Source: an optimization exercise on an open RTL-to-GDS flow (aim: small area, a short achievable clock period and few clock cycles). Production flows keep margins and buffers that such runs may drop. Where RTL was checked, it was by simulation tests only, not by an equivalence proof against the original. Power and IR drop assume default switching activity.

Setup of v6:
==> flow/design.v (excerpt) <==
module vm_core (
    input  wire        clk,
    input  wire        rst,
    input  wire [15:0] code_len,
    input  wire [16:0] pool_len,
    output wire [15:0] imem_addr,
    input  wire [63:0] imem_data,
    output wire [15:0] cp_index,
    input  wire [1:0]  cp_kind,
    input  wire [63:0] cp_value,
    input  wire [15:0] cp_window,
    input  wire [15:0] cp_nret,
    output reg         emit_valid,
    output reg         emit_ret,
    output reg  [1:0]  emit_tag,
    output reg  [63:0] emit_data,
    output reg         halted,
    output reg  [2:0]  res_kind,
    output reg  [15:0] res_ip,
    output reg  [2:0]  res_depth
);
Size in the first run: about 320 I/O pins.
Settings: LEC_CHECK=0, CAP_MARGIN=40, CORE_MARGIN=2, CORE_UTILIZATION=30, PLACE_DENSITY=0.45, SLEW_MARGIN=40; clock period 28.0 ns.
standard.sh (not shown) runs the stock make flow with config.mk's settings and CLKGATE_MAP_FILE= SYNTH_SCRIPT=/design/flow/synth_recipe.tcl, a recipe that flattens the netlist after the stock synthesis.
==> flow/flow/run.sh <==
#!/bin/bash
set -euo pipefail
bash standard.sh synth > synth.log 2>&1
bash standard.sh SETUP_SLACK_MARGIN=21 \
    "CTS_ARGS=-sink_clustering_enable -repair_clock_nets -dont_use_dummy_load" \
    finish > layout.log 2>&1
Changes in v7 relative to v6:
--- a/flow/design.v
+++ b/flow/design.v
@@ -495,21 +495,23 @@
     reg [7:0]  x_op;
     reg [15:0] x_ip;
     reg        x_end;
     reg [63:0] xr_a, xr_b;          
     reg [1:0]  xr_ta, xr_tb;        
     reg        x_bypA, x_bypB;      
     reg [15:0] x_selW;
     reg        x_rbad;              
     reg        x_cbad;              
     reg        x_taken;             
+    reg        x_jconst;            
     reg [15:0] x_jt;                
+    reg [16:0] x_jlo;               
     reg        x_jhi;               
     reg [15:0] x_ca, x_cb;          
     reg        x_khi0;              
     reg [4:0]  x_kwin, x_knret;     
     wire [63:0] au_result;
     reg         au_flt;
     wire [63:0] x_a  = x_bypA ? au_result : xr_a;
     wire [63:0] x_b  = x_bypB ? au_result : xr_b;
     wire [1:0]  x_ta = x_bypA ? (au_flt ? 2'd2 : 2'd1) : xr_ta;
     wire [1:0]  x_tb = x_bypB ? (au_flt ? 2'd2 : 2'd1) : xr_tb;
@@ -565,24 +567,21 @@
             8'h49, 8'h4A, 8'h4D, 8'h4E:         rbad = bad_ba;
             8'h15:                              rbad = bad_a | bad_b;
             8'h10, 8'h11, 8'h12, 8'h13, 8'h14,
             8'h20, 8'h21, 8'h30, 8'h31:         rbad = bad_a | bad_b | bad_c;
             default:                            rbad = 1'b0;
         endcase
     end
     reg  [16:0] j_lo;
     reg         j_hi_ok;
     always @(*) begin
-        if (j_const) begin
-            j_lo    = cp_value[16:0];
-            j_hi_ok = (cp_value[63:16] == 48'd0) || (cp_value[63:16] == {48{1'b1}});
-        end else if (!j_cond) begin
+        if (!j_cond) begin
             if (j_rel) begin
                 j_lo    = arg[16:0];
                 j_hi_ok = (arg[55:16] == 40'd0) || (arg[55:16] == {40{1'b1}});
             end else begin
                 j_lo    = {1'b0, arg[15:0]};
                 j_hi_ok = (arg[55:16] == 40'd0);
             end
         end else begin
             if (j_rel) begin
                 j_lo    = bb[16:0];
@@ -654,21 +653,22 @@
     always @(*) begin
         if (fb_nan || fc_nan || f_bothzero)
             flt_res = 1'b0;
         else if (x_a[63] != x_b[63])
             flt_res = x_a[63];
         else if (!x_a[63])
             flt_res = alu_s[63];                   
         else
             flt_res = !alu_s[63] && !f_eqmag;      
     end
-    wire        xj_ok = x_jhi && (x_jt < cl);
+    wire [17:0] xj_t  = x_jconst ? ({2'b00, x_jt} + {x_jlo[16], x_jlo}) : {2'b00, x_jt};
+    wire        xj_ok = x_jhi && (xj_t[17:16] == 2'b00) && (xj_t[15:0] < cl);
     wire [16:0] run_end  = {1'b0, x_cb} + {1'b0, x_ca};
     wire        run_bad  = (x_ca != 16'd0) && (run_end > {12'd0, fsize});
     wire [4:0]  call_nb  = fbase + fsize;
     wire [5:0]  call_top = {1'b0, call_nb} + {1'b0, x_kwin};
     wire [4:0]  c_base   = (dep == 2'd1) ? 5'd0 : s_base[dep == 2'd3 ? 2 : 1];
     wire [4:0]  c_size   = (dep == 2'd1) ? 5'd8 : s_size[dep == 2'd3 ? 2 : 1];
     wire [16:0] rdst_end = {12'd0, fretdst} + {1'b0, x_ca};
     wire [4:0]  sat_cb   = (x_cb > 16'd17) ? 5'd17 : x_cb[4:0];
     wire [15:0] cdst_x   = (x_op == 8'h50) ? onehot4(call_nb[3:0]) :
                                              onehot4(c_base[3:0] + fretdst[3:0]);
@@ -847,34 +847,38 @@
             x_end   <= ir_end;
             xr_a    <= rP;
             xr_ta   <= rtP;
             xr_b    <= (op == 8'h02) ? cp_value : rQ;
             xr_tb   <= (op == 8'h02 || op == 8'h50 || (is_jump && j_const)) ? cp_kind : rtQ;
             x_bypA  <= r_early && r_rawP;
             x_bypB  <= r_early && r_rawQ;
             x_rbad  <= rbad;
             x_cbad  <= cidx_bad;
             x_taken <= is_jump && r_taken;
-            x_jt    <= (op == 8'h50) ? cp_value[15:0] : j_target[15:0];
-            x_jhi   <= j_hi_ok && (j_target[17:16] == 2'b00);
+            x_jconst <= j_const;
+            x_jt    <= (op == 8'h50) ? cp_value[15:0] :
+                       j_const ? j_base : j_target[15:0];
+            x_jlo   <= cp_value[16:0];
+            x_jhi   <= j_const ? ((cp_value[63:16] == 48'd0) || (cp_value[63:16] == {48{1'b1}}))
+                               : (j_hi_ok && (j_target[17:16] == 2'b00));
             x_ca    <= ca;
             x_cb    <= cb;
             x_khi0  <= (cp_value[63:16] == 48'd0);
             x_kwin  <= (cp_window > 16'd17) ? 5'd17 : cp_window[4:0];
             x_knret <= (cp_nret > 16'd17) ? 5'd17 : cp_nret[4:0];
             if (r_go) begin
                 x_v     <= 1'b1;
                 x_op    <= op;
                 x_selW  <= selW;
                 if (r_jump) begin
                     ir_v <= 1'b0;
-                    pc   <= j_target[15:0];
+                    if (!j_const) pc <= j_target[15:0];
                 end
                 if (op == 8'h50) begin
                     ir_v    <= 1'b0;
                     pc      <= cp_value[15:0];
                     fbase_f <= fbase + fsize;
                 end
                 if (op == 8'h51 && dep != 2'd0) begin
                     ir_v    <= 1'b0;
                     pc      <= s_ip[dep - 2'd1];
                     fbase_f <= (dep == 2'd1) ? 5'd0 : s_base[dep - 2'd1];
@@ -951,21 +955,26 @@
                                     end else begin
                                         fbase   <= s_base[dep - 2'd1];
                                         fsize   <= s_size[dep - 2'd1];
                                         fcbase  <= s_cbase[dep - 2'd1];
                                         fnret   <= s_nret[dep - 2'd1];
                                         fretdst <= s_retdst[dep - 2'd1];
                                     end
                                     if (x_ca > 16'd1) phase <= P_COPY;
                                 end
                             end
-                            default: ;
+                            default: begin
+                                if (x_taken && x_jconst) begin
+                                    pc   <= xj_t[15:0];
+                                    ir_v <= 1'b0;
+                                end
+                            end
                         endcase
                     end
                 end
                 P_COPY: begin
                     csrc  <= {csrc[14:0], csrc[15]};
                     cdst  <= {cdst[14:0], cdst[15]};
                     cleft <= cleft - 5'd1;
                     if (cleft == 5'd1) phase <= P_RUN;
                 end
                 P_RETOUT: begin
[summary]
Synthesized cell count was lower in the run labelled v6.
v7 against v6: total power now sits lower, initial core utilization comparable, first-pass GRT wire length rose by 2.3%, critical path depth went down by about 17%, I/O pin count flat.
Going from v6 to v7, area taken by flip-flops and latches grew slightly.
When the final numbers for v7 and v6 were put side by side, the synthesized area turned out to be smaller in v6.
Capturing instance or port of the critical path: u_au.A[43]$_DFFE_PP_ -> v7, pc[12]$_SDFF_PP0_ -> v6
Testbench counts of v7, summed over its fixed seeds: cycles 95,993.
For v6, only the layout was checked, not whether the RTL still works.

---

Another version of the RTL of vm_core (not shown whole).
For scale: about 18000 cells after synthesis.
==> flow/design.v (excerpt) <==
module vm_core (
    input  wire        clk,
    input  wire        rst,
    input  wire [15:0] code_len,
    input  wire [16:0] pool_len,
    output wire [15:0] imem_addr,
    input  wire [63:0] imem_data,
    output wire [15:0] cp_index,
    input  wire [1:0]  cp_kind,
    input  wire [63:0] cp_value,
    input  wire [15:0] cp_window,
    input  wire [15:0] cp_nret,
    output reg         emit_valid,
    output reg         emit_ret,
    output reg  [1:0]  emit_tag,
    output reg  [63:0] emit_data,
    output reg         halted,
    output reg  [2:0]  res_kind,
    output reg  [15:0] res_ip,
    output reg  [2:0]  res_depth
);
    localparam RF_SIZE = 16;
    localparam [1:0] T_INV = 2'd0, T_INT = 2'd1, T_FLT = 2'd2;
    localparam [1:0] K_JMP = 2'd2;
    localparam [2:0] R_NORMAL = 3'd0, F_LOAD = 3'd1, F_INDEX = 3'd2,
                     F_TYPE = 3'd3, F_ARITH = 3'd4, F_STACK = 3'd5,
                     F_DECODE = 3'd6;
    localparam [2:0] P_CHECK = 3'd0, P_RUN = 3'd1,
                     P_COPY = 3'd4, P_RETOUT = 3'd5, P_HALT = 3'd6;
    function legal_op;
        input [7:0] o;
        begin
            case (o)
                8'h00, 8'h01, 8'h02,
                8'h10, 8'h11, 8'h12, 8'h13, 8'h14, 8'h15,
                8'h20, 8'h21, 8'h30, 8'h31,
                8'h40, 8'h41, 8'h42, 8'h44, 8'h45, 8'h46,
                8'h48, 8'h49, 8'h4A, 8'h4C, 8'h4D, 8'h4E,
                8'h50, 8'h51: legal_op = 1'b1;
                default:      legal_op = 1'b0;
            endcase
        end
    endfunction
    function [15:0] onehot4;
        input [3:0] s;
        begin
            onehot4 = 16'd1 << s;
        end
    endfunction
    reg [2:0]  phase;
    reg [15:0] cl;                  
    reg [16:0] pl;                  
    reg [1:0]  rf_tag  [0:RF_SIZE-1];
    reg [63:0] rf_data [0:RF_SIZE-1];
    reg [1:0]  dep;                 
    reg [4:0]  fbase, fsize, fnret, fretdst;
    reg [15:0] fcbase;
    reg [15:0] s_ip     [0:2];
    reg [4:0]  s_base   [1:2];
    reg [4:0]  s_size   [1:2];
  ...
Settings: LEC_CHECK=0, CAP_MARGIN=30, CORE_MARGIN=2, CORE_UTILIZATION=30, PLACE_DENSITY=0.45, SLEW_MARGIN=30; clock period 28.0 ns.
Scripts as last shown in full above: flow/flow/run.sh
Testbench counts at the start, summed over its fixed seeds: cycles 98,952.
==> next run, changes <==
--- a/flow/design.v
+++ b/flow/design.v
@@ -76,22 +76,23 @@
     reg  [6:0]  cnt;
     reg         is_mul, is_div;
     reg         neg;            
     reg         sg;             
     reg         xge;            
     reg         esub;           
     reg         rovf, rzero;    
     reg         dst;            
     reg  [11:0] dab, dba;       
     reg  [6:0]  lza, lzb;       
     reg         mlast;          
+    reg         yb;             
     reg         dlowq;          
     reg  [63:0] res_q;          
     reg         res_v;
     wire is_int = !op[2];
     wire [63:0] abs_a, abs_b;
     wire        neg_s;
     vm_muldiv u_front (.op(op[1:0]), .a(a), .b(b), .abs_a(abs_a), .abs_b(abs_b), .neg(neg_s));
     wire        sx = a[63], sy = b[63];
     wire [10:0] ex = a[62:52], ey = b[62:52];
     wire        x_nan  = (ex == 11'h7FF) && (a[51:0] != 52'd0);
     wire        y_nan  = (ey == 11'h7FF) && (b[51:0] != 52'd0);
@@ -152,30 +153,37 @@
     wire [13:0] dexpv = Q[56] ? E : (E - 14'd1);
     wire        dovf  = !dexpv[13] && (dexpv >= 14'd2047);
     wire        dlow  = dexpv[13] || (dexpv == 14'd0);
     wire [13:0] dsh   = 14'd1 - dexpv;
     wire        fa2     = (state == F_A2);
     wire [55:0] shr_in  = fa2 ? ms : dsig;
     wire        shr_big = fa2 ? (dexp > 12'd55) : (dsh > 14'd55);
     wire [5:0]  shr_amt = fa2 ? dexp[5:0] : dsh[5:0];
     wire [55:0] shr_sh  = shr_in >> shr_amt;
     wire        shr_st  = shr_big ? (|shr_in) : (|(shr_in & ~({56{1'b1}} << shr_amt)));
     wire [55:0] shr_out = {(shr_big ? 55'd0 : shr_sh[55:1]), (shr_big ? 1'b0 : shr_sh[0]) | shr_st};
+    wire [2:0]  btrip = {Q[1:0], yb};
+    wire        bone  = (btrip == 3'b001) || (btrip == 3'b010) ||
+                        (btrip == 3'b101) || (btrip == 3'b110);
+    wire        btwo  = (btrip == 3'b011) || (btrip == 3'b100);
+    wire        bneg  = btrip[2] && (btrip != 3'b111);
+    wire [63:0] bmag  = btwo ? {B[62:0], 1'b0} : (bone ? B : 64'd0);
+    wire [63:0] bterm = bneg ? ~bmag : bmag;
     wire        mfin  = (state == M_FIN) || (state == M_PREP);
     wire [63:0] vres  = (state == M_PREP) ? (is_div ? 64'd0 : A) : (is_div ? Q : A);
     reg  [63:0] ax, ay;
     reg         ac;
     always @(*) begin
         case (state)
             S_IDLE: begin ax = {1'b0, a[62:0]}; ay = ~{1'b0, b[62:0]}; ac = 1'b1; end
-            M_ITER: begin ax = A; ay = is_mul ? (Q[0] ? B : 64'd0) : ~B; ac = !is_mul; end
+            M_ITER: begin ax = A; ay = is_mul ? bterm : ~B; ac = is_mul ? bneg : 1'b1; end
             F_A3:   begin ax = {8'd0, A[55:0]}; ay = {8'd0, B[55:0]} ^ {64{esub}}; ac = esub; end
             D_F1:   begin ax = {7'd0, A[56:0]}; ay = {7'd0, B[56:0]}; ac = 1'b0; end
             default: begin ax = 64'd0; ay = neg ? ~vres : vres; ac = neg; end
         endcase
     end
     wire [64:0] sum = {1'b0, ax} + {1'b0, ay} + {64'd0, ac};
     function [57+57+58+58-1:0] srt_step;
         input [56:0] s;
         input [56:0] c;
         input [57:0] q;
         input [57:0] qm;
@@ -290,39 +298,41 @@
                 end
                 M_PREP: begin
                     if (is_mul) begin
                         if (lza >= lzb) begin
                             Q <= A;
                         end else begin
                             Q <= B;
                             B <= A;
                         end
                         A <= 64'd0;
                         mlast <= ((lza >= lzb) ? lza : lzb) >= 7'd63;
+                        yb    <= 1'b0;
                         state <= ((lza == 7'd64) || (lzb == 7'd64)) ? M_FIN : M_ITER;
                     end else if (lza > lzb) begin
                         state <= S_IDLE;
                     end else begin
                         Q   <= 64'd0;
                         B   <= shl_out;
                         cnt <= sdiff;
                         mlast <= (lza == lzb);
                         state <= M_ITER;
                     end
                 end
                 M_ITER: begin
                     if (is_mul) begin
                         A <= sum[63:0];
-                        B <= {B[62:0], 1'b0};
-                        Q <= {1'b0, Q[63:1]};
-                        mlast <= (Q[63:2] == 62'd0);
+                        B <= {B[61:0], 2'b00};
+                        Q <= {2'b00, Q[63:2]};
+                        yb <= Q[1];
+                        mlast <= (Q[63:3] == 61'd0);
                         if (m_last) state <= neg ? M_FIN : S_IDLE;
                     end else begin
                         if (sum[64]) A <= sum[63:0];
                         Q <= {Q[62:0], sum[64]};
                         B <= {1'b0, B[63:1]};
                         cnt <= cnt - 7'd1;
                         mlast <= (cnt == 7'd1);
                         if (m_last) state <= neg ? M_FIN : S_IDLE;
                     end
                 end
                 F_A2: begin
Worst hold slack hardly moves.
Synthesized cell count climbs by a few percent.
Routed wire length rises by a little under a tenth.
Clock power is about the same.
Count of clock-buffer cells in the layout is unchanged.
Global-route usage increases by 2.5 points.
Final cell count goes up by a few percent.
Flip-flop and latch count goes up by 1.
Setup slack degrades by 0.055 ns.
Testbench counts after the change, summed over its fixed seeds: cycles 95,993.

## what the ideal ports hide
The flow's constraints put no driver on any port. The routed layouts listed below were extracted and timed again, unchanged, in two steps. Step 1: set_driving_cell puts a clkbuf_16 on clk and a buf_2 on each other input, an assumption about the parent block. Step 2 moves the port delays by t, midway between the first and last clock arrival at a register: inputs arrive t later, outputs are due t later. That takes back most of the time a late clock gives input paths. Three values: ideal, step 1, step 2; two values: the first two.
| run | t (ns) | setup slack, ns | hold WS [ns] | worst data-port slew with drivers (ns) |
|---|---|---|---|---|
| v6 | 1.089 | 19.971 / 20.063 / 18.973 | 0.446 / 0.446 / 0.446 | 0.18 |
| v7 | 1.098 | 20.636 / 20.636 / 19.932 | 0.404 / 0.404 / 0.404 | 0.10 |
| the first run of note 2 | 1.083 | 20.256 / 20.256 / 19.890 | 0.420 / 0.420 / 0.420 | 0.11 |
| the second run of note 2 | 1.098 | 20.201 / 20.201 / 19.837 | 0.422 / 0.422 / 0.422 | 0.20 |
After both steps every run listed still meets setup and hold. The setup slack of v6, which loses most, moves by +0.092 ns with the drivers and by -0.998 ns with both steps.
